What follows belongs to an exercise in optimizing a design on an open flow for small area, a short achievable clock period and few clock cycles per item; a production flow would make more cautious choices.
In this exercise RTL edits were held to simulation tests only and were not proved equivalent to the original.
Power figures rest on the tool's default switching activity, not on a simulated workload.

**flow/config.mk**
```make
export PLATFORM = sky130hd
export DESIGN_NAME = olivia_fec_decoder
export DESIGN_NICKNAME = olivia_fec_decoder
export VERILOG_FILES = /design/flow/design.v
export SDC_FILE = /design/flow/constraint.sdc
export NUM_CORES = 8
export LEC_CHECK = 0
export CAP_MARGIN = 10
export CORE_MARGIN = 2
export CORE_UTILIZATION = 45
export PLACE_DENSITY = 0.62
export SLEW_MARGIN = 10
```
**flow/constraint.sdc**
```tcl
create_clock -name core_clock -period 10.0 [get_ports {clk}]
set_input_delay 2.0000 -clock core_clock [delete_from_list [all_inputs] [get_ports {clk}]]
set_output_delay 2.0000 -clock core_clock [all_outputs]
set_load 0.01 [all_outputs]
```
**flow/design.v**
```verilog
module olivia_fec_decoder (
    input  wire        clk,
    input  wire        rst,
    input  wire        in_valid,
    output wire        in_ready,
    input  wire [3:0]  in_bps,
    input  wire [47:0] in_soft,
    output wire        out_valid,
    input  wire        out_ready,
    output wire [6:0]  out_char,
    output wire [2:0]  out_index,
    output wire [11:0] out_peak,
    output wire        out_last
);
    localparam [63:0] SCRAMBLING_CODE = 64'hE257E6D0291574EC;
    localparam integer NCRED = 3;    
    function [63:0] scr_tab;
        input integer s;
        integer i, m;
        begin
            for (i = 0; i < 8; i = i + 1)
                for (m = 0; m < 8; m = m + 1)
                    scr_tab[8*i + m] = SCRAMBLING_CODE[(8*s + m + 13*i) % 64];
        end
    endfunction
    genvar s, p, q, x, j;
    reg        rdy;           
    reg [5:0]  ld_t;          
    reg [7:0]  ld_s;          
    reg [7:0]  ld_pm;         
    reg [7:0]  ld_pg;         
    reg [7:0]  ld_mh;         
    reg [2:0]  ld_bm1;        
    reg [7:0]  we;            
    reg [23:0] xsel;          
    reg        dc_busy;       
    reg [2:0]  dc_bm1;        
    reg [7:0]  dc_bh;         
    reg [7:0]  dc_ih;         
    reg [7:0]  dc_mh;         
    reg [7:0]  dc_gh;         
    reg        win;           
    reg        dc_last;       
    reg [NCRED-1:0] cred;     
    reg [7:0]  neg;           
    reg [7:0]  neg4;          
    wire fire = in_valid & rdy;
    reg  [2:0] in_bm1;
    always @(*) begin
        case (in_bps)
            4'd0, 4'd1: in_bm1 = 3'd0;
            4'd2:       in_bm1 = 3'd1;
            4'd3:       in_bm1 = 3'd2;
            4'd4:       in_bm1 = 3'd3;
            4'd5:       in_bm1 = 3'd4;
            4'd6:       in_bm1 = 3'd5;
            4'd7:       in_bm1 = 3'd6;
            default:    in_bm1 = 3'd7;
        endcase
    end
    wire [2:0] dc_m = {dc_mh[4] | dc_mh[5] | dc_mh[6] | dc_mh[7],
                       dc_mh[2] | dc_mh[3] | dc_mh[6] | dc_mh[7],
                       dc_mh[1] | dc_mh[3] | dc_mh[5] | dc_mh[7]};
    wire [7:0] phi  = {dc_mh[5:0], dc_mh[7:6]};
    wire       win_end = win & dc_mh[7];
    wire       out_fire;
    wire       cred_ok = cred[0];
    wire       t0      = (ld_t == 6'd0);
    wire       t63     = (ld_t == 6'd63);
    wire       done    = fire & t63;     
    wire       at_last = |(dc_ih & dc_bh);
    wire       busy_0  = dc_busy & ~(win_end & at_last);
    wire [7:0] ih_0    = win_end ? {dc_ih[6:0], dc_ih[7]} : dc_ih;
    wire [7:0] mh_0    = {dc_mh[6:0], dc_mh[7]};
    wire [7:0] gh_0    = dc_mh[7] ? {dc_gh[6:0], dc_gh[7]} : dc_gh;
    wire       al      = |({dc_gh[6:0], dc_gh[7]} & dc_ih);
    wire       go_0    = busy_0 & dc_mh[7] & cred_ok & (win | al);
    wire       last_0  = (go_0 & |(ih_0 & dc_bh)) | (dc_last & busy_0);
    wire       free_0  = ~busy_0 | last_0;
    wire       go_1    = cred_ok & ld_pg[7];
    wire       last_1  = go_1 & (ld_bm1 == 3'd0);
    wire       go_nx   = done ? go_1 : go_0;
    wire       rephase = ~dc_busy & ld_pg[7] & ld_pm[3] & ~t0;
    wire [7:0] mh_nx   = done ? 8'd1 : rephase ? 8'd16 : mh_0;
    wire [7:0] mh_n    = rephase ? 8'd16 : mh_0;
    wire [7:0] ih_n    = dc_busy ? ih_0 : 8'd1;
    wire [7:0] ih_4    = (busy_0 & ~win_end) ? (win ? {dc_ih[6:0], dc_ih[7]} : dc_ih) :
                         (busy_0 & win_end) ? ih_0 : 8'd1;
    wire       hi_nx   = |mh_n[7:4];
    wire [7:0] i4_nx   = hi_nx ? ih_4 : ih_n;
    wire [7:0] m4_nx   = {mh_n[3:0], mh_n[7:4]};
    wire [7:0] neg_0;
    generate
        for (s = 0; s < 8; s = s + 1) begin : g_neg
            localparam [63:0] TAB = scr_tab(s);
            wire [63:0] hit;
            for (q = 0; q < 64; q = q + 1) begin : g_h
                assign hit[q] = TAB[q] & ih_n[q / 8] & mh_n[q % 8];
            end
            assign neg_0[s] = |hit;
            wire [63:0] hit4;
            for (q = 0; q < 64; q = q + 1) begin : g_h4
                assign hit4[q] = TAB[q] & i4_nx[q / 8] & m4_nx[q % 8];
            end
            always @(posedge clk) neg4[s] <= |hit4;
        end
    endgenerate
    wire [23:0] xs_init;      
    wire [23:0] xs_one;       
    wire [23:0] xs_step;      
    generate
        for (p = 0; p < 8; p = p + 1) begin : g_xs
            localparam [2:0] CW = 3'd0 - p[2:0];
            wire [2:0] src = (ld_t[2:0] == 3'd7) ? xsel[3*((p + 7) % 8) +: 3] : xsel[3*p +: 3];
            assign xs_init[3*p +: 3] = CW;
            assign xs_one[3*p +: 3]  = (in_bm1 == CW) ? 3'd0 : CW + 3'd1;
            assign xs_step[3*p +: 3] = (src == ld_bm1) ? 3'd0 : src + 3'd1;
        end
    endgenerate
    wire [7:0] pm_n   = {ld_pm[6:0], ld_pm[7]};
    wire       rdy_0  = t0 ? free_0 : |(pm_n & ld_mh);
    wire       miss   = rdy & ~in_valid & ~t0;
    wire       rdy_1  = t63 ? last_1 : 1'b1;
    wire [7:0] s_1    = (ld_t[2:0] == 3'd7) ? {ld_s[6:0], ld_s[7]} : ld_s;
    wire [7:0] we_0   = rdy_0 ? ld_s : 8'd0;
    wire [7:0] we_1   = t63 ? (last_1 ? 8'd1 : 8'd0) : s_1;
    always @(posedge clk) begin
        if (rst) begin
            rdy     <= 1'b0;
            ld_t    <= 6'd0;
            ld_s    <= 8'd1;
            ld_pm   <= 8'd1;
            ld_pg   <= 8'd1;
            ld_mh   <= 8'd1;
            ld_bm1  <= 3'd0;
            we      <= 8'd0;
            xsel    <= xs_init;
            dc_busy <= 1'b0;
            dc_bm1  <= 3'd0;
            dc_bh   <= 8'd1;
            dc_ih   <= 8'd1;
            dc_mh   <= 8'd1;
            dc_gh   <= 8'd1;
            win     <= 1'b0;
            dc_last <= 1'b0;
            cred    <= {NCRED{1'b1}};
        end else begin
            rdy     <= fire ? rdy_1 : rdy_0;
            ld_t    <= fire ? ld_t + 6'd1 : ld_t;
            ld_s    <= fire ? s_1 : ld_s;
            ld_pm   <= (fire & t0) ? 8'd2 : pm_n;
            ld_pg   <= (fire & t0) ? 8'd1 : (ld_pm[7] ? {ld_pg[6:0], ld_pg[7]} : ld_pg);
            ld_mh   <= fire ? {ld_mh[6:0], ld_mh[7]} : ld_mh;
            ld_bm1  <= (fire & t0) ? in_bm1 : ld_bm1;
            we      <= fire ? we_1 : we_0;
            xsel    <= fire ? (t63 ? xs_init : t0 ? xs_one : xs_step) :
                       miss ? {xsel[20:0], xsel[23:21]} : xsel;
            dc_busy <= done | busy_0;
            dc_bm1  <= done ? ld_bm1 : dc_bm1;
            dc_bh   <= done ? (8'd1 << ld_bm1) : dc_bh;
            dc_ih   <= done ? 8'd1 : ih_0;
            dc_mh   <= mh_nx;
            dc_gh   <= done ? {ld_pg[6:0], ld_pg[7]} : gh_0;
            win     <= go_nx | (win & ~win_end);
            dc_last <= done ? last_1 : last_0;
            if (go_nx & ~out_fire)
                cred <= {1'b0, cred[NCRED-1:1]};
            else if (out_fire & ~go_nx)
                cred <= {cred[NCRED-2:0], 1'b1};
        end
        neg <= neg_0;
    end
    assign in_ready = rdy;
    wire [47:0] xb;           
    generate
        for (p = 0; p < 8; p = p + 1) begin : g_xb
            assign xb[6*p +: 6] = in_soft[6*xsel[3*p +: 3] +: 6];
        end
    endgenerate
    wire [47:0] taps;
    wire [47:0] taps4;        
    generate
        for (s = 0; s < 8; s = s + 1) begin : g_ring
            reg  [383:0] r;
            wire [383:0] sh = {r[377:0], r[383:378]};
            wire [383:0] nx;
            for (p = 0; p < 8; p = p + 1) begin : g_port
                assign nx[48*p +: 6]      = we[s] ? xb[6*p +: 6] : sh[48*p +: 6];
                assign nx[48*p + 6 +: 42] = sh[48*p + 6 +: 42];
            end
            always @(posedge clk) r <= nx;
            assign taps[6*s +: 6]  = r[383:378];
            assign taps4[6*s +: 6] = r[359:354];
        end
    endgenerate
    reg [7:0] A [0:7];
    generate
        for (q = 0; q < 4; q = q + 1) begin : g_a
            wire [7:0] pa = {{2{taps4[6*q + 5]}}, taps4[6*q +: 6]};
            wire [7:0] pb = {{2{taps4[6*q + 29]}}, taps4[6*q + 24 +: 6]};
            wire [7:0] xp = pa ^ {8{neg4[q]}};
            wire [7:0] vp = (pb ^ {8{neg4[q + 4]}}) + {7'd0, neg4[q + 4]};
            wire [7:0] ua = {{2{taps[6*q + 5]}}, taps[6*q +: 6]};
            wire [7:0] ub = {{2{taps[6*q + 29]}}, taps[6*q + 24 +: 6]};
            wire [7:0] xa = ua ^ {8{neg[q]}};
            wire [7:0] vb = (ub ^ {8{neg[q + 4]}}) + {7'd0, neg[q + 4]};
            wire [7:0] sm, df;
            ks_add #(.W(8)) u_s (.a(vp), .b(xp),  .cin(neg4[q]), .s(sm));
            ks_add #(.W(8)) u_d (.a(vb), .b(~xa), .cin(~neg[q]), .s(df));
            always @(posedge clk) begin
                A[q]     <= sm;
                A[q + 4] <= df;
            end
        end
    endgenerate
    wire [8:0] w2 [0:7];
    wire [9:0] w3 [0:7];
    generate
        for (q = 0; q < 8; q = q + 1) begin : g_b
            if ((q & 1) == 0) begin : g_lo1
                ks_add #(.W(9)) u (.a({A[q + 1][7], A[q + 1]}), .b({A[q][7], A[q]}),
                                   .cin(1'b0), .s(w2[q]));
            end else begin : g_hi1
                ks_add #(.W(9)) u (.a({A[q][7], A[q]}), .b(~{A[q - 1][7], A[q - 1]}),
                                   .cin(1'b1), .s(w2[q]));
            end
            if ((q & 2) == 0) begin : g_lo2
                ks_add #(.W(10)) u (.a({w2[q + 2][8], w2[q + 2]}), .b({w2[q][8], w2[q]}),
                                    .cin(1'b0), .s(w3[q]));
            end else begin : g_hi2
                ks_add #(.W(10)) u (.a({w2[q][8], w2[q]}), .b(~{w2[q - 2][8], w2[q - 2]}),
                                    .cin(1'b1), .s(w3[q]));
            end
        end
    endgenerate
    reg [9:0] B [0:7];
    generate
        for (q = 0; q < 8; q = q + 1) begin : g_breg
            always @(posedge clk) B[q] <= w3[q];
        end
    endgenerate
    wire [9:0] sk [0:7];
    generate
        for (j = 0; j < 8; j = j + 1) begin : g_skew
            localparam integer K = j % 4;
            if (K == 0) begin : g_z
                assign sk[j] = B[j];
            end else begin : g_d
                reg [10*K-1:0] d;
                if (K == 1) begin : g_1
                    always @(posedge clk) d <= B[j];
                end else begin : g_n
                    always @(posedge clk) d <= {d[10*K-11:0], B[j]};
                end
                assign sk[j] = d[10*K-1 -: 10];
            end
        end
    endgenerate
    wire [9:0] dk [0:7];
    generate
        for (x = 0; x < 8; x = x + 1) begin : g_rot
            wire [79:0] terms;
            for (j = 0; j < 8; j = j + 1) begin : g_t
                assign terms[10*j +: 10] = sk[j] & {10{phi[(j + x) % 8]}};
            end
            wire [9:0] sel = terms[9:0]   | terms[19:10] | terms[29:20] | terms[39:30] |
                             terms[49:40] | terms[59:50] | terms[69:60] | terms[79:70];
            wire [9:0] rv = sel;
            if (x == 7) begin : g_z
                assign dk[x] = rv;
            end else begin : g_d
                localparam integer N = 7 - x;
                reg [10*N-1:0] d;
                if (N == 1) begin : g_1
                    always @(posedge clk) d <= rv;
                end else begin : g_n
                    always @(posedge clk) d <= {d[10*N-11:0], rv};
                end
                assign dk[x] = d[10*N-1 -: 10];
            end
        end
    endgenerate
    reg [10:0] C1 [0:7];
    generate
        for (q = 0; q < 8; q = q + 1) begin : g_c1
            wire [10:0] u1;
            if ((q & 4) == 0) begin : g_lo
                ks_add #(.W(11)) u (.a({dk[q + 4][9], dk[q + 4]}), .b({dk[q][9], dk[q]}),
                                    .cin(1'b0), .s(u1));
            end else begin : g_hi
                ks_add #(.W(11)) u (.a({dk[q][9], dk[q]}), .b(~{dk[q - 4][9], dk[q - 4]}),
                                    .cin(1'b1), .s(u1));
            end
            always @(posedge clk) C1[q] <= u1;
        end
    endgenerate
    reg [11:0] C [0:7];
    generate
        for (q = 0; q < 8; q = q + 1) begin : g_c2
            wire [11:0] u2;
            if ((q & 2) == 0) begin : g_lo2
                ks_add #(.W(12)) u (.a({C1[q + 2][10], C1[q + 2]}), .b({C1[q][10], C1[q]}),
                                    .cin(1'b0), .s(u2));
            end else begin : g_hi2
                ks_add #(.W(12)) u (.a({C1[q][10], C1[q]}), .b(~{C1[q - 2][10], C1[q - 2]}),
                                    .cin(1'b1), .s(u2));
            end
            always @(posedge clk) C[q] <= u2;
        end
    endgenerate
    reg [11:0] l1m [0:3];
    reg [1:0]  l1i [0:3];     
    generate
        for (q = 0; q < 4; q = q + 1) begin : g_l1
            wire [11:0] a  = C[2*q];
            wire [11:0] b  = C[2*q + 1];
            wire        sa = a[11];
            wire        sb = b[11];
            wire        za = (a == 12'd0);
            wire        zb = (b == 12'd0);
            wire [11:0] ma = (a ^ {12{sa}}) + {11'd0, sa};     
            wire [11:0] m;
            ks_add #(.W(12)) u (.a(ma), .b(b ^ {12{sb}}), .cin(sb), .s(m));
            wire        hi = (sa ^ sb) & ~za & ~zb;
            always @(posedge clk) begin
                l1m[q] <= m;
                l1i[q] <= {hi, (hi | za) ? sb : sa};
            end
        end
    endgenerate
    reg [11:0] l2m [0:1];
    reg [2:0]  l2i [0:1];
    generate
        for (q = 0; q < 2; q = q + 1) begin : g_l2
            wire r = l1m[2*q + 1] > l1m[2*q];
            always @(posedge clk) begin
                l2m[q] <= r ? l1m[2*q + 1] : l1m[2*q];
                l2i[q] <= r ? {1'b1, l1i[2*q + 1]} : {1'b0, l1i[2*q]};
            end
        end
    endgenerate
    wire        l3r = l2m[1] > l2m[0];
    wire [11:0] l3m = l3r ? l2m[1] : l2m[0];
    wire [3:0]  l3i = l3r ? {1'b1, l2i[1]} : {1'b0, l2i[0]};
    reg [11:0] pk_m;
    reg [3:0]  pk_i;          
    always @(posedge clk) begin
        pk_m <= l3m;
        pk_i <= l3i;
    end
    wire [2:0] ypk = dc_m + 3'd6;
    reg [11:0] rm_m;
    reg [6:0]  rm_i;          
    wire take = dc_mh[2] | (pk_m > rm_m);       
    always @(posedge clk) begin
        if (take) begin
            rm_m <= pk_m;
            rm_i <= {ypk, pk_i};
        end
    end
    reg [1:0] wq;
    always @(posedge clk) begin
        if (rst)
            wq <= 2'd0;
        else if (dc_mh[7])
            wq <= {wq[0], win_end};
    end
    wire res_v = dc_mh[2] & wq[1];
    reg  [2:0]  rc_i;
    wire        rc_last = (rc_i == dc_bm1);
    wire [22:0] res = {rc_last, rc_i, rm_i[0], rm_i[6:1], rm_m};    
    always @(posedge clk) begin
        if (rst)
            rc_i <= 3'd0;
        else if (res_v)
            rc_i <= rc_last ? 3'd0 : rc_i + 3'd1;
    end
    reg [22:0] qd [0:NCRED-1];
    reg [2:0]  qn;            
    reg        ov;
    reg [22:0] od;
    assign out_fire = ov & out_ready;
    wire [2:0]  qn_n = qn - {2'd0, out_fire} + {2'd0, res_v};
    wire [22:0] hd_n = out_fire ? ((qn >= 3'd2) ? qd[1] : res) :
                                  ((qn != 3'd0) ? qd[0] : res);
    integer k;
    always @(posedge clk) begin
        if (rst) begin
            qn <= 3'd0;
            ov <= 1'b0;
        end else begin
            qn <= qn_n;
            ov <= (qn_n != 3'd0);
        end
        od <= hd_n;
        if (out_fire) begin
            for (k = 0; k < NCRED - 1; k = k + 1)
                qd[k] <= qd[k + 1];
            if (res_v)
                qd[qn - 3'd1] <= res;
        end else if (res_v) begin
            qd[qn[1:0]] <= res;
        end
    end
    assign out_valid = ov;
    assign out_peak  = od[11:0];
    assign out_char  = od[18:12];
    assign out_index = od[21:19];
    assign out_last  = od[22];
endmodule
module ks_add #(
    parameter integer W = 8
) (
    input  wire [W-1:0] a,
    input  wire [W-1:0] b,
    input  wire         cin,
    output wire [W-1:0] s
);
    function integer levels;
        input integer n;
        integer v;
        begin
            levels = 0;
            for (v = 1; v < n; v = v * 2)
                levels = levels + 1;
        end
    endfunction
    localparam integer L = levels(W);
    wire [W-1:0] p0 = a ^ b;
    wire [W-1:0] g  [0:L];
    wire [W-1:0] pp [0:L];
    assign g[0]  = (a & b) | {{(W-1){1'b0}}, p0[0] & cin};
    assign pp[0] = p0;
    genvar k, i;
    generate
        for (k = 0; k < L; k = k + 1) begin : g_lvl
            for (i = 0; i < W; i = i + 1) begin : g_bit
                if (i >= (1 << k)) begin : g_op
                    assign g[k + 1][i]  = g[k][i] | (pp[k][i] & g[k][i - (1 << k)]);
                    assign pp[k + 1][i] = pp[k][i] & pp[k][i - (1 << k)];
                end else begin : g_pass
                    assign g[k + 1][i]  = g[k][i];
                    assign pp[k + 1][i] = pp[k][i];
                end
            end
        end
    endgenerate
    wire [W-1:0] c = {g[L][W-2:0], cin};
    assign s = p0 ^ c;
endmodule
```
**flow/flow/run.sh**
```bash
#!/bin/bash
# Standard layout with: buf_4 port buffers, no dummy clock loads, clock sink clusters of up to 28 sinks within 60 um,
# and timing repair aiming for 6.9 ns of setup slack.
set -euo pipefail
export BUFFER_PORTS_ARGS="-buffer_cell sky130_fd_sc_hd__buf_4"
export CTS_ARGS="-sink_clustering_enable -repair_clock_nets -dont_use_dummy_load -sink_clustering_size 28 -sink_clustering_max_diameter 60"
export SETUP_SLACK_MARGIN=6.9
bash standard.sh > standard.log 2>&1
```
**flow/standard.sh**
```bash
#!/bin/bash
# synth_recipe.tcl (not shown) runs the flow's synth.tcl, then flattens the netlist and writes it again
# the make line also repeats each setting of config.mk as NAME=value (left out here)
make -C /OpenROAD-flow-scripts/flow DESIGN_CONFIG=/design/flow/config.mk WORK_HOME=/design/flow/orfs CLKGATE_MAP_FILE= SYNTH_SCRIPT=/design/flow/synth_recipe.tcl "${@:-finish}"
```
==> key figures, run 1 <==
Power
  • Worst VDD drop: 0.314 mV
  • Power per cell area: about 350 nW/um^2
  • Leak: 54.2 nW

Die
  • Die area: between 200000 and 300000 um^2
  • Starting density of the core: 45.3%
  • Die Ht: 523 um
  • IO Pins: 81
  • Core area: between 200000 and 300000 um^2
  • Row count: 190
  • Die width: 523 um

Timing
  • Crit path time final: around 3300 ps
  • RSZ-0062 raised after global routing: yes
  • Slew @ Worst Pin: 1170 ps
  • Fmax: 299 MHz
  • Crit share post-route: 33.4%
  • Fin. Hold Viols: 0
  • Slew Limit Fails: 0
  • Final setup violation count: 0
  • Clock skew: 106 ps
  • Slew Limit Headroom: 19.5%
  • Setup TNS: 0 ps

Status
  • Status: timing/DRC/antenna clean

Synth
  • Yosys cell types: 81
  • Seq cells post-synth: 4137
  • Synthesized area: 121000 um^2
  • Simple logic cell fraction of the synthesized area: around 5.8%
  • Predominant post-synthesis flop cell: dfxtp_1
  • XOR/XNOR Fraction of Synth Area: 3.96%
  • Syn Nets: 10300
  • Synth warn: 22
  • Mux cell area share after synthesis: 3.63%
  • Register area share after synthesis: 68.9%
  • Cells after Synth: 9713
  • Mean post-synth cell area: 12.5 um^2
  • Combinational family with the most area after synthesis: compound AO/OA/AOI/OAI gates
  • Post-synth EDFFs: 88
  • Synth Area in Adders: 5.78%
  • Synth async-reset ratio: 0%
  • Synth Area in Compound Gates: 9.01%

Clocking
  • Clk Latency, worst-skew pair: 910 ps
  • Clock-pin slew on the worst setup and hold paths: 100 ps
  • Root buffer cell: clkbuf_16
  • CTS buffer count: 205
  • CTS tree: built
  • Sink Count: 4137
  • H-tree depth: 4
  • CTS max path bufs: 4

Detailed routing
  • Top layer in use: met5
  • Detailed-route via count: approximately 67000
  • Post-DR vias/cell: approximately 5.0
  • WL per Instance: 19.2 um
  • Starting DRC count in detailed routing: 5288
  • Met3 wire len: 11300 um
  • DRC viols: 0
  • DR pass1 iterations: 8
  • Met2 Wirelength: 117000 um
  • Met1 wire length: 119000 um
  • Post-DRT Antenna Nets: 0
  • Post-Route WL: 255000 um

Setup path
  • Reg-to-reg endpoint: l1m[1][10]
  • Critical path's slowest cell: dfxtp_4
  • Worst Path Arrival: 1340 ps
  • Critical Path Max Stage Delay: 400 ps
  • Critical-path cell list: buf_6
  • Crit-path max FO: 2
  • CP delay by family, top: flip-flops
  • FF-to-FF Start: C[0][0]
  • Crit path kind: reg -> out
  • Crit path required time: 8000 ps
  • CP startpoint kind: flip-flop
  • CP Capture Type: output pin
  • R2R Setup Slk: 6890 ps
  • Reg2Reg Depth: 16
  • Crit path buf inv count: 1

Layout
  • Final core area utilization: 49.6%
  • Layout net count: roughly 10000
  • Layout cells sized above 1: between 10 and 15%
  • Synthesis-to-layout area growth: 9.46%

Min path
  • Worst Hold Class: reg -> reg
  • Hold Crit Start: g_ring[7].r[371]
  • Cells on Worst Hold Path: 0
  • Worst min-delay path endpoint: g_ring[7].r[377]

Placed design
  • # port buffers: 80
  • DP HPWL: 174000 um
  • Routability Congestion: 0.848

GRT
  • GRT Util Overall: 18.1%
  • First-pass GRT wire length: 386000 um
  • Largest net degree at the start of global routing: 95
  • Grt ovf: 0
  • Initial antenna violation count: 9
  • Vias in the first global route: 65600

Job
  • Number of max-cap violations: 0
==> registers in the layout, indices dropped and copies added (netlist names), 12 cells and up <==
name          count
g_ring.r       3072
g_rot.g_d.d     280
g_skew.g_d.d    118
C                90
C1               84
B                76
qd               69
A                64
l1m              48
l2m              24
xsel             24
od               23
pk_m             12
rm_m             12
==> cells by family (layout without fill, tap and decap cells) <==
family,Yosys count,after routing
other,0,2
adder cells (fa/ha/maj),534,534
AND/OR/NAND/NOR,1507,1508
XOR/XNOR,549,549
flip-flops,4137,4137
buffers and inverters,929,936
AO/OA/AOI/OAI,1752,1752
multiplexers,305,305
==> timing repair <==
action                                  CTS  global route
pin swaps                                33            72
hold buffers                              0             0
gates resized for setup                 166           172
cloned                                    1             3
endpoints found under the setup margin  111           103
setup buffers                            33            55
==> per-layer routing <==
layer | track usage [%] | up-vias
met5 | 0 | -
met4 | 5.50 | 2
li1 | - | 32500
met2 | 29.7 | 1676
met1 | 24.9 | 32300
met3 | 2.46 | 465
==> layout by cell type (no fill, tap or decap), drive strengths merged, types with 17 or more instances in the layout <==
| cell | count |
|---|---|
| mux2 | 118 |
| fa | 45 |
| nor2 | 705 |
| a211oi | 31 |
| xor2 | 231 |
| nand2 | 235 |
| edfxtp | 88 |
| o22ai | 44 |
| nor4 | 26 |
| and3 | 42 |
| nand4 | 116 |
| inv | 483 |
| a22oi | 335 |
| a21o | 58 |
| o21ai | 174 |
| nand3 | 40 |
| a2111oi | 17 |
| a31oi | 24 |
| nor2b | 57 |
| clkbuf | 209 |
| and2 | 22 |
| a21oi | 783 |
| ha | 489 |
| nand2b | 67 |
| nor3 | 98 |
| mux2i | 91 |
| dfxtp | 4049 |
| xnor2 | 318 |
| mux4 | 96 |
| buf | 236 |
| o21bai | 89 |
| a222oi | 24 |
| o31ai | 36 |
==> cells in the mapped netlist (91+ instances only) <==
cell type,count,area [um^2]
dfxtp_1,4049,81100
a21oi_1,783,3920
nor2_1,705,2650
ha_1,489,6120
inv_1,486,1820
clkbuf_1,346,1300
a22oi_1,334,2510
xnor2_1,318,2790
nand2_1,234,878
xor2_1,231,2020
o21ai_0,170,851
mux2_2,118,1330
nand4_1,116,726
nor3_1,98,490
mux4_2,96,2160
mux2i_1,91,911
==> area by class of cell <==
class                      count  area, um^2
inverter                     490        1870
clock buffer                 205        5130
multi-input combinational   4648       35500
antenna                        2        5.00
fill                       23300      135000
sequential                  4137       83800
timing repair buffer         241        2150
tap                         3552        4440
==> through the flow <==
stage               instances  instance area, um^2  setup WS [ps]  hold slack [ps]  total power [mW]
finish                  13300               133000           6660              253              46.4
CTS                     13200               132000           6580              248              45.5
floorplan                9713               122000           6480              310              31.8
global route            13300               133000           6610              254              49.2
detailed placement      13000               126000           5590              312              36.4
global placement        13000               126000           5580              310              36.0
==> power breakdown <==
group          internal [mW]  total (mW)  leakage [nW]  switching (mW)
sequential              19.2        20.9          34.4            1.66
combinational           7.59        17.1          17.3            9.54
clock                   3.65        8.38          2.53            4.73
total                   30.5        46.4          54.2            15.9
==> worst max path at each step <==
stage / startpoint / endpoint / slack, ps / depth (start not counted)
2_1_floorplan: in_valid / cred[1] / 6480 / 10
3_3_place_gp: in_valid / cred[0] / 5580 / 10
3_5_place_dp: in_valid / cred[0] / 5590 / 10
4_1_cts: ov / out_valid / 6580 / 1
5_1_grt: rdy / in_ready / 6610 / 1
6_report: rdy / in_ready / 6660 / 1
Testbench counts, summed over its fixed seeds: cycles 35,432, chars 1,720.
==> run 2, diff against run 1 <==
==> flow/flow/run.sh (replaced) <==
#!/bin/bash
# Standard layout with: buf_4 port buffers, no dummy clock loads, clock sink clusters of up to 28 sinks within 60 um,
# and timing repair aiming for 7.0 ns of setup slack.
set -euo pipefail
export BUFFER_PORTS_ARGS="-buffer_cell sky130_fd_sc_hd__buf_4"
export CTS_ARGS="-sink_clustering_enable -repair_clock_nets -dont_use_dummy_load -sink_clustering_size 28 -sink_clustering_max_diameter 60"
export SETUP_SLACK_MARGIN=7.0
bash standard.sh > standard.log 2>&1
--- a/flow/config.mk
+++ b/flow/config.mk
@@ -8,5 +8,5 @@
 export CAP_MARGIN = 10
 export CORE_MARGIN = 2
-export CORE_UTILIZATION = 45
-export PLACE_DENSITY = 0.62
+export CORE_UTILIZATION = 50
+export PLACE_DENSITY = 0.68
 export SLEW_MARGIN = 10
==> run 2 against run 1 <==
Sequential cell count is the same. Count of clock-buffer cells in the layout decreased by 10. Cell count decreased by 2.6%. Register-to-register slack worse by 70 ps. Total power increased by 1.4%. Via count rose by 0.66%. Non-clock buffer count increased by 29. Sequential power barely moved. First-iteration DRC count up 12%. Critical path depth is the same. Cell area up 0.18%. Critical endpoint is now out_valid. Highest routed layer is now met4.
==> key figures, run 2 <==
Status
  • Status: timing/DRC/antenna clean

Synth
  • Synth area leader: dfxtp_1
  • Yosys cell types: 81 (unchanged)
  • Top-area cell type share of the netlist area: 66.8% (unchanged)
  • Synth warn: 22 (unchanged)
  • Synthesized area: 121000 um^2 (unchanged)
  • Mean post-synth cell area: 12.5 um^2 (unchanged)
  • Top post-synthesis cells by count: dfxtp_1 (4049), a21oi_1 (783), nor2_1 (705), ha_1 (489), inv_1 (486)
  • Most frequent cell after synthesis: dfxtp_1
  • Synth area leaders: dfxtp_1 (67%), ha_1 (5.0%), a21oi_1 (3.2%)
  • Syn Nets: 10300 (unchanged)
  • Post-synth EDFFs: 88 (unchanged)
  • Seq cells post-synth: 4137 (unchanged)
  • Synth async-reset ratio: 0% (unchanged)
  • Cells after Synth: 9713 (unchanged)
  • Predominant post-synthesis flop cell: dfxtp_1
  • Register area share after synthesis: 68.9% (unchanged)

Timing
  • Slew Limit Headroom: 13.3% (-6.2 points)
  • Crit share post-route: 32.9% (-0.48 points)
  • RSZ-0062 raised after global routing: yes
  • Clock skew: 106 ps (+0.211 ps)
  • Final setup violation count: 0 (unchanged)
  • Setup TNS: 0 ps (unchanged)
  • Fin. Hold Viols: 0 (unchanged)
  • Slew @ Worst Pin: 1300 ps (+125 ps)
  • Crit path time final: 3290 ps (-47.7 ps)
  • Slew Limit Fails: 0 (unchanged)
  • Fmax: 304 MHz (+1.4%)

Layout
  • Layout net count: 10300 (+0.19%)
  • Most frequent cells in the layout: dfxtp_1 (3977), a21oi_1 (710), nor2_1 (686)
  • Biggest register: g_ring.r
  • Max reg flops: 3072 (unchanged)
  • Layout cells sized above 1: 11.3% (+1.3 points)
  • Most common cell after layout, fill and taps aside: dfxtp_1
  • Synthesis-to-layout area growth: 9.65%
  • Top Registers: g_ring.r x3072, g_rot.g_d.d x280, g_skew.g_d.d x118
  • Fill cells: 19600 (-16%)

Setup path
  • CP delay by family, top: flip-flops
  • Reg-to-reg endpoint: l1m[0][7]
  • Critical-path cell list: buf_6
  • Worst Path Arrival: 1290 ps (-50 ps)
  • FF-to-FF Start: C[0][0]
  • Crit-path max FO: 2 (unchanged)
  • Critical path's slowest cell: dfxtp_4
  • Critical Path Max Stage Delay: 390 ps (about the same)
  • Crit path required time: 8000 ps (about the same)
  • R2R Setup Slk: 6820 ps (-70 ps)
  • Reg2Reg Depth: 16 (unchanged)
  • CP Capture Type: output pin
  • Crit path kind: reg -> out
  • Crit. path cell count: 1 (unchanged)
  • Crit path buf inv count: 1 (unchanged)
  • CP startpoint kind: flip-flop

Detailed routing
  • Starting DRC count in detailed routing: 5941 (+12%)
  • WL per Instance: 19.6 um (+2.0%)
  • DR pass1 iterations: 7 (-1)
  • Post-Route WL: 253000 um (-0.66%)
  • Post-DR vias/cell: 5.21 (+3.4%)
  • Detailed-route via count: 67400 (+0.66%)
  • Post-DRT Antenna Nets: 0 (unchanged)
  • DRC viols: 0 (unchanged)

Clocking
  • H-tree depth: 4 (unchanged)
  • CTS max path bufs: 3 (-1)
  • Clk Latency, worst-skew pair: 880 ps (-30 ps)
  • Clock-pin slew on the worst setup and hold paths: 80 ps (-20 ps)
  • CTS buffer count: 195 (-4.9%)
  • CTS tree: built
  • CTS Hold Bufs: 0 (unchanged)
  • Root buffer cell: clkbuf_16
  • Sink Count: 4137 (unchanged)

GRT
  • First-pass GRT wire length: 382000 um (-1.0%)
  • Largest net degree at the start of global routing: 82 (-14%)
  • Initial antenna violation count: 4 (-5)
  • Grt ovf: 0 (unchanged)
  • Vias in the first global route: 66200 (+1.0%)
  • GRT Util Overall: 19.6% (+1.5 points)

Power
  • Power per cell area: 353 nW/um^2 (+1.2%)
  • Combinational group share of total power: 38.5% (+1.6 points)
  • Leak: 54.3 nW (+0.20%)
  • Internal Power: 30.7 mW (+0.74%)
  • Switching power: 16.3 mW (+2.6%)
  • Worst VDD drop: 0.356 mV (+14%)
  • Seq pwr share: 44.3% (-0.7 points)
  • Clk pwr share: 17.3% (-0.8 points)
  • PnR Total Power: 47.0 mW (+1.4%)
  • Sw Share: 34.7% (+0.41 points)

Die
  • Core area: 241000 um^2 (-10%)
  • Die width: 497 um (-5.1%)
  • Row count: 180 (-5.3%)
  • Starting density of the core: 50.4% (+5.1 points)
  • Die Ht: 497 um (-5.1%)
  • IO Pins: 81 (unchanged)
  • Die area: 247000 um^2 (-9.9%)

Min path
  • Worst min-delay path endpoint: g_skew[3].g_d.d[2]
  • Hold Crit Start: B[3][2]
  • Cells on Worst Hold Path: 0 (unchanged)
  • Worst Hold Class: reg -> reg

Placed design
  • # port buffers: 80 (unchanged)
  • DP HPWL: 170000 um (-2.6%)
  • Routability Congestion: 0.863 (+1.8%)

Job
  • Number of max-cap violations: 0 (unchanged)
-- run 2: cell count changes in the layout (fill, tap and decap cells not counted), sizes merged --
cell,delta
buf,+21
clkbuf,-4
bufbuf,+2
clkinvlp,-2
inv,+2
a21oi,+1
and2,-1
diode,+1
nor2,+1
-- run 2: worst max path at each step --
stage          startpoint         to  slack (ps)
5_1_grt                ov  out_valid        6630
2_1_floorplan    in_valid    cred[1]        6480
3_3_place_gp     in_valid    cred[0]        5740
3_5_place_dp    out_ready   qd[0][6]        5700
4_1_cts                ov  out_valid        6620
6_report               ov  out_valid        6710
-- run 2: cells by family after synthesis --
kind of cell	synth area share, %
flops	68.9
xor+xnor	3.96
compound gates	9.01
fa+ha+maj	5.78
simple gates	5.81
buf+inv	2.89
mux	3.63
-- run 2: layout make-up --
type	count	area (um^2)	area share, %
diodes	3	7.51	0.00564
clock buffers	195	4880	3.66
inverters	490	1870	1.40
multi-input cells	4649	35900	27.0
flip-flops and latches	4137	83900	63.0
well taps	3185	3990	2.99
repair buffers	270	2610	1.96
-- run 2: through the flow --
stage | instances | worst slack, ps | hold WS, ps | util, % | cell area (um^2)
after floorplan | 9713 | 6480 | 310 | - | 122000
after global placement | 12600 | 5740 | 310 | 52.0 | 125000
after detailed placement | 12600 | 5700 | 312 | 52.0 | 125000
after CTS | 12900 | 6620 | 279 | 54.6 | 132000
after global routing | 12900 | 6630 | 281 | 55.3 | 133000
final | 12900 | 6710 | 278 | 55.3 | 133000
-- run 2: per-layer routing --
layer | global-route usage (%) | routed length (um) | part of all wire (%) | vias to the layer above
met3 | 3.10 | 13100 | 5.2 | 536
met4 | 6.61 | 9620 | 3.8 | 0
met2 | 32.9 | 119000 | 47 | 1848
met1 | 25.9 | 112000 | 44 | 32400
met5 | 0 | 0 | 0 | -
li1 | - | - | - | 32600
-- run 2: power by group through the flow --
stage	combinational (mW)	clock (mW)	sequential [mW]
floorplan	11.7	0	20.2
global placement	15.0	0	21.1
detailed placement	15.4	0	21.2
CTS	16.6	8.31	20.8
global route	19.8	8.88	21.1
finish	18.1	8.11	20.8
-- run 2: what timing repair did --
item	4_1_cts	5_1_grt
pin swaps	42	109
endpoints found under the setup margin	143	146
gates resized for setup	203	223
gates cloned	4	11
buffers inserted	61	58
==> run 3, diff against run 2 <==
==> flow/flow/run.sh (replaced) <==
#!/bin/bash
# Standard layout with: buf_4 port buffers, no dummy clock loads, clock sink clusters of up to 28 sinks within 60 um,
# and timing repair aiming for 6.8 ns of setup slack.
set -euo pipefail
export BUFFER_PORTS_ARGS="-buffer_cell sky130_fd_sc_hd__buf_4"
export CTS_ARGS="-sink_clustering_enable -repair_clock_nets -dont_use_dummy_load -sink_clustering_size 28 -sink_clustering_max_diameter 60"
export SETUP_SLACK_MARGIN=6.8
bash standard.sh > standard.log 2>&1
==> run 3 against run 2 <==
Still clean. Die area is the same. Combinational power shrank about 10%. First-iteration DRC count shrank 6.3%.
==> key figures, run 3 <==
Status
  • Status: timing/DRC/antenna clean

Synth
  • Synth warn: 22 (unchanged)
  • Top post-synthesis cells by count: dfxtp_1 (4049), a21oi_1 (783), nor2_1 (705), ha_1 (489), inv_1 (486)
  • Predominant post-synthesis flop cell: dfxtp_1
  • Register area share after synthesis: 68.9% (unchanged)
  • Top-area cell type share of the netlist area: 66.8% (unchanged)
  • Synth area leader: dfxtp_1
  • Synth Area in Compound Gates: 9.01% (unchanged)
  • Combinational family with the most area after synthesis: compound AO/OA/AOI/OAI gates
  • Synth Area in Adders: 5.78% (unchanged)
  • Mean post-synth cell area: 12.5 um^2 (unchanged)
  • Yosys cell types: 81 (unchanged)
  • Synth async-reset ratio: 0% (unchanged)
  • XOR/XNOR Fraction of Synth Area: 3.96% (unchanged)
  • Cells after Synth: 9713 (unchanged)
  • Post-synth EDFFs: 88 (unchanged)
  • Simple logic cell fraction of the synthesized area: 5.81% (unchanged)
  • Syn Nets: 10300 (unchanged)
  • Synthesized area: 121000 um^2 (unchanged)
  • Mux cell area share after synthesis: 3.63% (unchanged)
  • Most frequent cell after synthesis: dfxtp_1
  • Seq cells post-synth: 4137 (unchanged)
  • Synth area leaders: dfxtp_1 (67%), ha_1 (5.0%), a21oi_1 (3.2%)

Job
  • Number of max-cap violations: 0 (unchanged)

Timing
  • Fin. Hold Viols: 0 (unchanged)
  • Fmax: 299 MHz (-1.5%)
  • Setup TNS: 0 ps (unchanged)
  • Clock skew: 108 ps (+2.09 ps)
  • Slew Limit Headroom: 8.62% (-4.7 points)
  • Slew Limit Fails: 0 (unchanged)
  • Slew @ Worst Pin: 1330 ps (+34.0 ps)
  • Crit path time final: 3340 ps (+50.6 ps)
  • RSZ-0062 raised after global routing: yes
  • Crit share post-route: 33.4% (+0.51 points)
  • Final setup violation count: 0 (unchanged)

Layout
  • Layout net count: 10300 (-0.61%)
  • Top Registers: g_ring.r x3072, g_rot.g_d.d x280, g_skew.g_d.d x118
  • Most common cell after layout, fill and taps aside: dfxtp_1
  • Storage cell area: 83800 um^2 (about the same)
  • Max reg flops: 3072 (unchanged)
  • Biggest register: g_ring.r
  • Fill cells: 19700 (+0.51%)
  • Synthesis-to-layout area growth: 8.33%
  • Most frequent cells in the layout: dfxtp_1 (3984), a21oi_1 (750), nor2_1 (696)
  • Multi-input logic area: 35000 um^2 (-2.6%)
  • Layout cells sized above 1: 8.75% (-2.6 points)

GRT
  • Vias in the first global route: 65700 (-0.85%)
  • Largest net degree at the start of global routing: 95 (+16%)
  • GRT Util Overall: 19.5% (-0.091 points)
  • Initial antenna violation count: 9 (+5)
  • Grt ovf: 0 (unchanged)
  • First-pass GRT wire length: 379000 um (-0.66%)

Die
  • Core area: 241000 um^2 (unchanged)
  • IO Pins: 81 (unchanged)
  • Row count: 180 (unchanged)
  • Die area: 247000 um^2 (unchanged)
  • Die width: 497 um (unchanged)
  • Die Ht: 497 um (unchanged)
  • Starting density of the core: 50.4% (unchanged)

Detailed routing
  • Detailed-route via count: 67300 (-0.22%)
  • Starting DRC count in detailed routing: 5567 (-6.3%)
  • Post-DRT Antenna Nets: 0 (unchanged)
  • DRC viols: 0 (unchanged)
  • Post-Route WL: 252000 um (-0.60%)
  • WL per Instance: 19.6 um (-0.12%)
  • Post-DR vias/cell: 5.23 (+0.26%)
  • DR pass1 iterations: 10 (+3)

Power
  • Worst VDD drop: 0.297 mV (-17%)
  • Power per cell area: 344 nW/um^2 (-2.5%)
  • Leak: 53.9 nW (-0.79%)
  • PnR Total Power: 45.3 mW (-3.7%)

Placed design
  • DP HPWL: 171000 um (+0.97%)
  • # port buffers: 80 (unchanged)
  • Routability Congestion: 0.859 (-0.48%)

Min path
  • Worst Hold Class: reg -> reg

Setup path
  • Critical Path Max Stage Delay: 400 ps (about the same)
  • Worst Path Arrival: 1340 ps (+50 ps)
  • Critical path's slowest cell: dfxtp_4
  • Crit path buf inv count: 1 (unchanged)
  • Crit path required time: 8000 ps (about the same)
  • CP startpoint kind: flip-flop
  • Crit-path max FO: 2 (unchanged)
  • Critical-path cell list: buf_6
  • CP delay by family, top: flip-flops
  • CP Capture Type: output pin
  • Crit path kind: reg -> out

Clocking
  • Root buffer cell: clkbuf_16
  • Clock-pin slew on the worst setup and hold paths: 90 ps (about the same)
  • Sink Count: 4137 (unchanged)
  • CTS tree: built
  • CTS max path bufs: 3 (unchanged)
  • H-tree depth: 4 (unchanged)
  • Clk Latency, worst-skew pair: 910 ps (+30 ps)
  • CTS buffer count: 198 (+1.5%)
## run 3: kinds of logic after synthesis
logic type | after synthesis
DFF | 4137
muxes | 305
AOI/OAI and AO/OA | 1752
buffers and inverters | 929
xor gates and xnor gates | 549
and+or+nand+nor | 1507
adders and majority gates | 534
## run 3: area by class of cell
cell class	instances	area share [%]
diodes	4	0.00761
repair buffers	206	1.44
well taps	3185	3.03
clock buffers	198	3.77
flip-flops and latches	4137	63.7
inverters	490	1.41
multi-input cells	4647	26.6
## run 3: worst paths after layout
| kind | cells after the start | start | slack (ps) | to |
|---|---|---|---|---|
| setup / recovery | 1 | rdy | 6660 | in_ready |
| hold / removal | 0 | B[7][6] | 250 | g_skew[7].g_d.d[6] |
| setup reg to reg | 16 | C[0][0] | 6840 | l1m[1][10] |
| hold reg to reg | 0 | B[7][6] | 250 | g_skew[7].g_d.d[6] |
## run 3: through the flow
| stage | util, % | setup WS, ps | area (um^2) | hold WS, ps | cells |
|---|---|---|---|---|---|
| after floorplan | - | 6480 | 122000 | 310 | 9713 |
| after global placement | 51.9 | 5650 | 125000 | 310 | 12600 |
| after detailed placement | 51.9 | 5690 | 125000 | 312 | 12600 |
| after CTS | 54.2 | 6580 | 131000 | 251 | 12800 |
| after global routing | 54.6 | 6590 | 132000 | 255 | 12900 |
| final | 54.6 | 6660 | 132000 | 254 | 12900 |
## run 3: metal layers
metal  part of all wire, %  vias to the layer above  GRT usage (%)
met1                    46                    32600           26.7
met3                   4.6                      431           2.66
met5                     0                        -              0
met4                   2.8                        0           5.29
li1                      -                    32400              -
met2                    47                     1811           32.6
## run 3: report_power, final
group / internal (mW) / leakage [nW] / switching, mW
clock network: 3.52 / 2.44 / 4.66
registers: 19.2 / 34.4 / 1.64
logic: 7.09 / 17.1 / 9.15
## run 3: what timing repair did
action,CTS,global route
endpoints found under the setup margin,111,83
setup buffers,20,46
pin swaps,14,55
hold buffers,0,0
gates cloned,0,2
resized for setup,125,125
==> run 4, diff against run 3 <==
==> flow/flow/run.sh (replaced) <==
#!/bin/bash
# Standard layout with: buf_4 port buffers, no dummy clock loads, clock sink clusters of up to 32 sinks within 60 um,
# and timing repair aiming for 6.9 ns of setup slack.
set -euo pipefail
export BUFFER_PORTS_ARGS="-buffer_cell sky130_fd_sc_hd__buf_4"
export CTS_ARGS="-sink_clustering_enable -repair_clock_nets -dont_use_dummy_load -sink_clustering_size 32 -sink_clustering_max_diameter 60"
export SETUP_SLACK_MARGIN=6.9
bash standard.sh > standard.log 2>&1
==> run 4 against run 3 <==
Still clean. First-iteration DRC count fell by 1.3%. Routed wire length shrank 0.94%. Area after synthesis stayed put. Total power is 1.4% higher. Worst setup slack worse by 24 ps. Clock power down 4.2%. Critical path type unchanged.
==> key figures, run 4 <==
Placed design
  • DP HPWL: 170000 um (-0.76%)
  • Routability Congestion: 0.856 (-0.33%)
  • # port buffers: 80 (unchanged)
  • Placed insts: 12600 (+0.024%)

Synth
  • Most frequent cell after synthesis: dfxtp_1
  • Synth async-reset ratio: 0% (unchanged)
  • Synthesized area: 121000 um^2 (unchanged)
  • Synth warn: 22 (unchanged)
  • Seq cells post-synth: 4137 (unchanged)
  • Post-synth EDFFs: 88 (unchanged)
  • Synth area leaders: dfxtp_1 (67%), ha_1 (5.0%), a21oi_1 (3.2%)
  • Register area share after synthesis: 68.9% (unchanged)
  • Top-area cell type share of the netlist area: 66.8% (unchanged)
  • Predominant post-synthesis flop cell: dfxtp_1
  • Simple logic cell fraction of the synthesized area: 5.81% (unchanged)
  • Combinational family with the most area after synthesis: compound AO/OA/AOI/OAI gates
  • Mean post-synth cell area: 12.5 um^2 (unchanged)
  • Synth Area in Adders: 5.78% (unchanged)
  • Yosys cell types: 81 (unchanged)
  • Syn Nets: 10300 (unchanged)
  • Top post-synthesis cells by count: dfxtp_1 (4049), a21oi_1 (783), nor2_1 (705), ha_1 (489), inv_1 (486)
  • Synth area leader: dfxtp_1
  • Synth Area in Compound Gates: 9.01% (unchanged)
  • Cells after Synth: 9713 (unchanged)
  • XOR/XNOR Fraction of Synth Area: 3.96% (unchanged)
  • Mux cell area share after synthesis: 3.63% (unchanged)

Power
  • Worst VDD drop: 0.389 mV (+31%)
  • Leak: 53.9 nW (about the same)
  • Power per cell area: 348 nW/um^2 (+1.2%)

Timing
  • Crit path time final: 3370 ps (+24.4 ps)
  • RSZ-0062 raised after global routing: yes
  • Hold Slack: 244 ps (-9.76 ps)
  • Clock skew: 168 ps (+59.6 ps)
  • Setup TNS: 0 ps (unchanged)
  • Slew @ Worst Pin: 1340 ps (+10.9 ps)
  • Slew Limit Headroom: 7.88% (-0.75 points)
  • Slew Limit Fails: 0 (unchanged)
  • Crit share post-route: 33.7% (+0.24 points)
  • Fin. Hold Viols: 0 (unchanged)
  • Final setup violation count: 0 (unchanged)
  • Fmax: 297 MHz (-0.73%)

Min path
  • Worst Hold Class: reg -> reg

Detailed routing
  • Post-DRT Antenna Nets: 0 (unchanged)
  • WL per Instance: 19.4 um (-1.1%)
  • DRC viols: 0 (unchanged)
  • Post-DR vias/cell: 5.21 (-0.36%)
  • Detailed-route via count: 67100 (-0.23%)
  • Starting DRC count in detailed routing: 5496 (-1.3%)
  • Post-Route WL: 249000 um (-0.94%)
  • DR pass1 iterations: 14 (+4)

Clocking
  • Root buffer cell: clkbuf_16
  • Clock-pin slew on the worst setup and hold paths: 110 ps (+20 ps)
  • CTS max path bufs: 3 (unchanged)
  • CTS buffer count: 181 (-8.6%)
  • CTS Hold Bufs: 0 (unchanged)
  • Clk Latency, worst-skew pair: 920 ps (about the same)
  • Sink Count: 4137 (unchanged)
  • H-tree depth: 4 (unchanged)
  • CTS tree: built

Setup path
  • Critical Path Max Stage Delay: 410 ps (about the same)
  • Crit path required time: 8000 ps (about the same)
  • Crit path kind: reg -> out
  • Worst Path Arrival: 1370 ps (+30 ps)
  • Critical-path cell list: buf_6
  • Critical path's slowest cell: dfxtp_4
  • Crit-path max FO: 2 (unchanged)
  • CP Capture Type: output pin
  • Crit path buf inv count: 1 (unchanged)
  • CP startpoint kind: flip-flop
  • CP delay by family, top: flip-flops

GRT
  • Grt ovf: 0 (unchanged)
  • Initial antenna violation count: 12 (+3)
  • Largest net degree at the start of global routing: 74 (-22%)
  • First-pass GRT wire length: 379000 um (about the same)
  • GRT Util Overall: 19.5% (about the same)
  • Vias in the first global route: 65800 (+0.20%)

Layout
  • Most frequent cells in the layout: dfxtp_1 (3978), a21oi_1 (729), nor2_1 (688)
  • Non-filler instance count after layout: 12900 (+0.13%)
  • Biggest register: g_ring.r
  • Fill cells: 19700 (-0.025%)
  • Layout cells sized above 1: 9.70% (+0.95 points)
  • Top Registers: g_ring.r x3072, g_rot.g_d.d x280, g_skew.g_d.d x118
  • Synthesis-to-layout area growth: 8.55%
  • Max reg flops: 3072 (unchanged)
  • Layout net count: 10300 (+0.14%)
  • Most common cell after layout, fill and taps aside: dfxtp_1

Status
  • Status: timing/DRC/antenna clean

Job
  • Number of max-cap violations: 0 (unchanged)

Die
  • Starting density of the core: 50.4% (unchanged)
  • Core area: 241000 um^2 (unchanged)
  • Die width: 497 um (unchanged)
  • Die area: 247000 um^2 (unchanged)
  • IO Pins: 81 (unchanged)
  • Die Ht: 497 um (unchanged)
  • Row count: 180 (unchanged)
-- run 4: timing repair --
action	4_1_cts	5_1_grt
gates cloned	0	3
setup endpoints to repair	126	105
gates resized for setup	157	180
buffers inserted	32	61
hold endpoints to repair	0	0
pin swaps	25	90
-- run 4: worst paths after layout --
kind / from / to / slack, ps / cells after the start
setup / recovery: rdy / in_ready / 6630 / 1
hold / removal: g_ring[0].r[263] / g_ring[0].r[269] / 240 / 0
hold reg to reg: g_ring[0].r[263] / g_ring[0].r[269] / 240 / 0
setup reg to reg: C[0][0] / l1m[3][11] / 6900 / 16
-- run 4: layout make-up --
cell class | count | area (um^2) | share of cell area (%)
inverters | 490 | 1870 | 1.42
well taps | 3185 | 3990 | 3.02
repair buffers | 237 | 2140 | 1.63
flip-flops and latches | 4137 | 83800 | 63.6
multi-input cells | 4647 | 35400 | 26.9
clock buffers | 181 | 4530 | 3.44
diodes | 7 | 17.5 | 0.0133
-- run 4: worst register-to-register path, stage by stage (launching register included) --
cell	delay (ps)
dfxtp_4	400
clkinvlp_4	110
buf_6	130
buf_6	110
ha_4	150
ha_4	180
xnor2_2	130
xnor2_1	140
ha_1	360
and3_4	200
a221oi_4	230
a211o_1	230
o21ai_2	80
nor3_2	200
o21bai_1	80
a21oi_1	160
xnor2_1	90
-- run 4: cells by family (layout without fill, tap and decap cells) --
| logic type | after synthesis | after routing |
|---|---|---|
| AO/OA/AOI/OAI | 1752 | 1752 |
| XOR/XNOR | 549 | 549 |
| adder cells (fa/ha/maj) | 534 | 534 |
| buffers and inverters | 929 | 908 |
| flip-flops | 4137 | 4137 |
| multiplexers | 305 | 305 |
| other | 0 | 7 |
| AND/OR/NAND/NOR | 1507 | 1507 |
-- run 4: per-stage QoR --
step	area, um^2	power, mW	utilization, %	setup slack (ps)
2_1_floorplan	122000	31.8	-	6480
3_3_place_gp	125000	36.1	51.9	5350
3_5_place_dp	125000	36.5	51.9	5310
4_1_cts	130000	44.9	54.2	6570
5_1_grt	132000	48.6	54.7	6580
6_report	132000	45.9	54.7	6630
-- run 4: power by group --
part           leakage (nW)  switching (mW)  internal (mW)  total [mW]
combinational          17.3            9.70           7.52        17.2
sequential             34.4            1.65           19.2        20.9
clock                  2.23            4.61           3.23        7.84
total                  53.9            16.0           30.0        45.9
-- run 4: metal layers --
metal,vias up,wire length [um],track usage [%]
li1,32500,-,-
met4,2,9090,6.60
met1,32400,114000,26.5
met5,-,13,0
met3,492,11400,2.69
met2,1753,115000,32.2
==> run 5, diff against run 4 <==
==> flow/flow/run.sh (replaced) <==
#!/bin/bash
# Standard layout with: buf_4 port buffers, clkbuf_16 and clkbuf_8 clock
# buffers, no dummy clock loads, clock sink clusters of up to 28 sinks within
# 60 um, and timing repair aiming for 6.9 ns of setup slack.
set -euo pipefail
export BUFFER_PORTS_ARGS="-buffer_cell sky130_fd_sc_hd__buf_4"
export CTS_ARGS="-sink_clustering_enable -repair_clock_nets -dont_use_dummy_load -buf_list {sky130_fd_sc_hd__clkbuf_16 sky130_fd_sc_hd__clkbuf_8} -sink_clustering_size 28 -sink_clustering_max_diameter 60"
export SETUP_SLACK_MARGIN=6.9
bash standard.sh > standard.log 2>&1
==> run 5 against run 4 <==
Still clean. First-iteration DRC count up 2.1%. Sequential cell count unchanged. Clock skew down 17 ps. Via count up 0.26%. Global-route usage about the same. Non-clock buffer count up 4. Critical path depth unchanged. Routed wire length up 0.29%. Largest cell class unchanged.
==> key figures, run 5 <==
Status
  • Status: timing/DRC/antenna clean

GRT
  • Largest net degree at the start of global routing: 74 (unchanged)
  • Vias in the first global route: 65900 (+0.17%)
  • First-pass GRT wire length: 380000 um (+0.13%)
  • Grt ovf: 0 (unchanged)
  • Initial antenna violation count: 11 (-1)
  • GRT Util Overall: 19.5% (about the same)

Timing
  • Slew @ Worst Pin: 1290 ps (-49.5 ps)
  • Slew Limit Fails: 0 (unchanged)
  • Fin. Hold Viols: 0 (unchanged)
  • Hold Slack: 264 ps (+19.8 ps)
  • Slew Limit Headroom: 11.3% (+3.4 points)
  • Crit share post-route: 33.1% (-0.59 points)
  • RSZ-0062 raised after global routing: yes
  • Final setup violation count: 0 (unchanged)
  • Setup TNS: 0 ps (unchanged)
  • Clock skew: 151 ps (-17.2 ps)
  • Final WS setup: 6690 ps (+58.7 ps)
  • Crit path time final: 3310 ps (-58.7 ps)
  • Fmax: 302 MHz (+1.8%)

Placed design
  • Placed instance area: 125000 um^2 (unchanged)
  • Pre-CTS setup slack: 5310 ps (unchanged)
  • Routability Congestion: 0.856 (unchanged)
  • DP HPWL: 170000 um (unchanged)
  • Placed insts: 12600 (unchanged)
  • # port buffers: 80 (unchanged)

Synth
  • Mean post-synth cell area: 12.5 um^2 (unchanged)
  • Synth area leaders: dfxtp_1 (67%), ha_1 (5.0%), a21oi_1 (3.2%)
  • Synth area leader: dfxtp_1
  • Post-synth EDFFs: 88 (unchanged)
  • Yosys cell types: 81 (unchanged)
  • Top post-synthesis cells by count: dfxtp_1 (4049), a21oi_1 (783), nor2_1 (705), ha_1 (489), inv_1 (486)
  • Cells after Synth: 9713 (unchanged)
  • Seq cells post-synth: 4137 (unchanged)
  • Synth async-reset ratio: 0% (unchanged)
  • Most frequent cell after synthesis: dfxtp_1
  • Top-area cell type share of the netlist area: 66.8% (unchanged)
  • Synthesized area: 121000 um^2 (unchanged)
  • Syn Nets: 10300 (unchanged)
  • Synth warn: 22 (unchanged)
  • Predominant post-synthesis flop cell: dfxtp_1
  • Register area share after synthesis: 68.9% (unchanged)

Die
  • IO Pins: 81 (unchanged)
  • Starting density of the core: 50.4% (unchanged)
  • Die Ht: 497 um (unchanged)
  • Die width: 497 um (unchanged)
  • Row count: 180 (unchanged)
  • Core area: 241000 um^2 (unchanged)
  • Die area: 247000 um^2 (unchanged)

Clocking
  • CTS Hold Bufs: 0 (unchanged)
  • CTS tree: built
  • Root buffer cell: clkbuf_16
  • Sink Count: 4137 (unchanged)
  • Clk Latency, worst-skew pair: 920 ps (about the same)
  • CTS max path bufs: 3 (unchanged)
  • H-tree depth: 4 (unchanged)
  • Clock-pin slew on the worst setup and hold paths: 100 ps (about the same)
  • CTS buffer count: 192 (+6.1%)

Layout
  • Top Registers: g_ring.r x3072, g_rot.g_d.d x280, g_skew.g_d.d x118
  • Non-filler instance count after layout: 12900 (+0.078%)
  • Fill cells: 19600 (-0.38%)
  • Most frequent cells in the layout: dfxtp_1 (3979), a21oi_1 (726), nor2_1 (688)
  • Layout net count: 10300 (+0.15%)
  • Finished Cell Area: 132000 um^2 (+0.31%)
  • Layout cells sized above 1: 9.90% (+0.20 points)
  • Synthesis-to-layout area growth: 8.89%
  • Final core area utilization: 54.9% (+0.17 points)
  • Most common cell after layout, fill and taps aside: dfxtp_1
  • Biggest register: g_ring.r
  • Max reg flops: 3072 (unchanged)

Power
  • PnR Total Power: 46.3 mW (+0.71%)
  • Internal Power: 30.2 mW (+0.78%)
  • Sw Share: 34.7% (-0.043 points)
  • Clk pwr share: 17.4% (+0.3 points)
  • Switching power: 16.0 mW (+0.59%)
  • Combinational group share of total power: 37.5% (about the same)
  • Seq pwr share: 45.1% (-0.3 points)
  • Worst VDD drop: 0.384 mV (-1.0%)
  • Power per cell area: 350 nW/um^2 (+0.40%)
  • Leak: 54.1 nW (+0.33%)

Detailed routing
  • DRC viols: 0 (unchanged)
  • Starting DRC count in detailed routing: 5612 (+2.1%)
  • WL per Instance: 19.4 um (+0.21%)
  • Post-Route WL: 250000 um (+0.29%)
  • DR pass1 iterations: 12 (-2)
  • Post-DR vias/cell: 5.22 (+0.18%)
  • Post-DRT Antenna Nets: 0 (unchanged)
  • Detailed-route via count: 67300 (+0.26%)

Setup path
  • Critical-path cell list: buf_6
  • CP startpoint kind: flip-flop
  • Crit path kind: reg -> out
  • Critical path's slowest cell: dfxtp_2
  • Crit path buf inv count: 1 (unchanged)
  • Worst Path Arrival: 1310 ps (-60 ps)
  • CP Capture Type: output pin
  • Crit-path max FO: 1 (-1)
  • CP delay by family, top: flip-flops
  • Crit path required time: 8000 ps (about the same)
  • Critical Path Max Stage Delay: 340 ps (-70 ps)

Job
  • Number of max-cap violations: 0 (unchanged)

Min path
  • Worst Hold Class: reg -> reg
[run 5: kinds of logic after synthesis]
kind of cell,count (synthesis),synth area share [%]
XOR/XNOR,549,3.96
flip-flops,4137,68.9
buffers and inverters,929,2.89
adder cells (fa/ha/maj),534,5.78
AND/OR/NAND/NOR,1507,5.81
AO/OA/AOI/OAI,1752,9.01
multiplexers,305,3.63
[run 5: repair_timing]
| action | in CTS | in global routing |
|---|---|---|
| pin swaps | 24 | 99 |
| gates resized for setup | 157 | 196 |
| cloned | 0 | 4 |
| setup buffers | 33 | 63 |
| endpoints found under the setup margin | 125 | 111 |
[run 5: power by group through the flow]
stage	logic, mW	registers [mW]	clock network [mW]
6_report	17.3	20.9	8.06
5_1_grt	19.0	21.1	8.82
4_1_cts	16.0	20.9	8.24
3_5_place_dp	15.3	21.2	0
3_3_place_gp	14.9	21.1	0
2_1_floorplan	11.6	20.2	0
[run 5: final cells by class]
cell class                 count  area, um^2  share of cell area, %
antenna                        2        5.00                0.00379
inverter                     490        1870                   1.41
timing repair buffer         241        2220                   1.68
multi-input combinational   4647       35500                   26.8
tap                         3185        3990                   3.01
sequential                  4137       83800                   63.4
clock buffer                 192        4800                   3.63
[run 5: worst paths after layout]
check,start,end,slack [ps],depth (start not counted)
worst max-delay path,od[20],out_index[1],6690,1
worst min register to register,g_ring[1].r[352],g_ring[1].r[358],260,0
worst min-delay path,g_ring[1].r[352],g_ring[1].r[358],260,0
worst max register to register,C[0][0],l1m[3][11],6890,16
[run 5: routing by layer]
metal / part of all wire [%] / wire length, um / GRT usage [%] / up-vias
li1: - / - / - / 32500
met1: 45 / 114000 / 26.4 / 32300
met2: 46 / 116000 / 32.4 / 1894
met3: 4.7 / 11800 / 2.61 / 526
met4: 3.5 / 8860 / 6.53 / 2
met5: 0.0048 / 12 / 0 / -

-- what the ideal ports hide --
The results above use ideal ports. As a check the final layouts listed here were re-extracted and re-timed, cells and wires unchanged.
Step 1, drivers: a clkbuf_16 drives clk and a buf_2 each remaining input, both assumed.
Step 2 also shifts input and output timing later by t, the mid clock arrival at the registers, as if the neighbouring blocks saw the same clock.
a / b / c = ideal ports / drivers / drivers and shift; a / b = the first two.
run	t (ns)	setup WS [ns]	clock arrival spread, ns	worst slew at a driven data input, ns	pins driven straight from the clock port
run 1	0.941	6.660 / 6.566 / 6.056	0.131 / 0.131	0.24	1
run 2	0.911	6.708 / 6.619 / 6.153	0.124 / 0.123	0.20	1
run 3	0.917	6.657 / 6.567 / 5.947	0.166 / 0.166	0.12	1
run 4	0.921	6.633 / 6.540 / 5.965	0.178 / 0.177	0.19	1
run 5	0.924	6.691 / 6.598 / 5.986	0.172 / 0.172	0.20	1
After both steps every run listed still meets setup and hold. The setup slack of run 3, which loses most, moves by -0.090 ns with the drivers and by -0.710 ns with both steps.
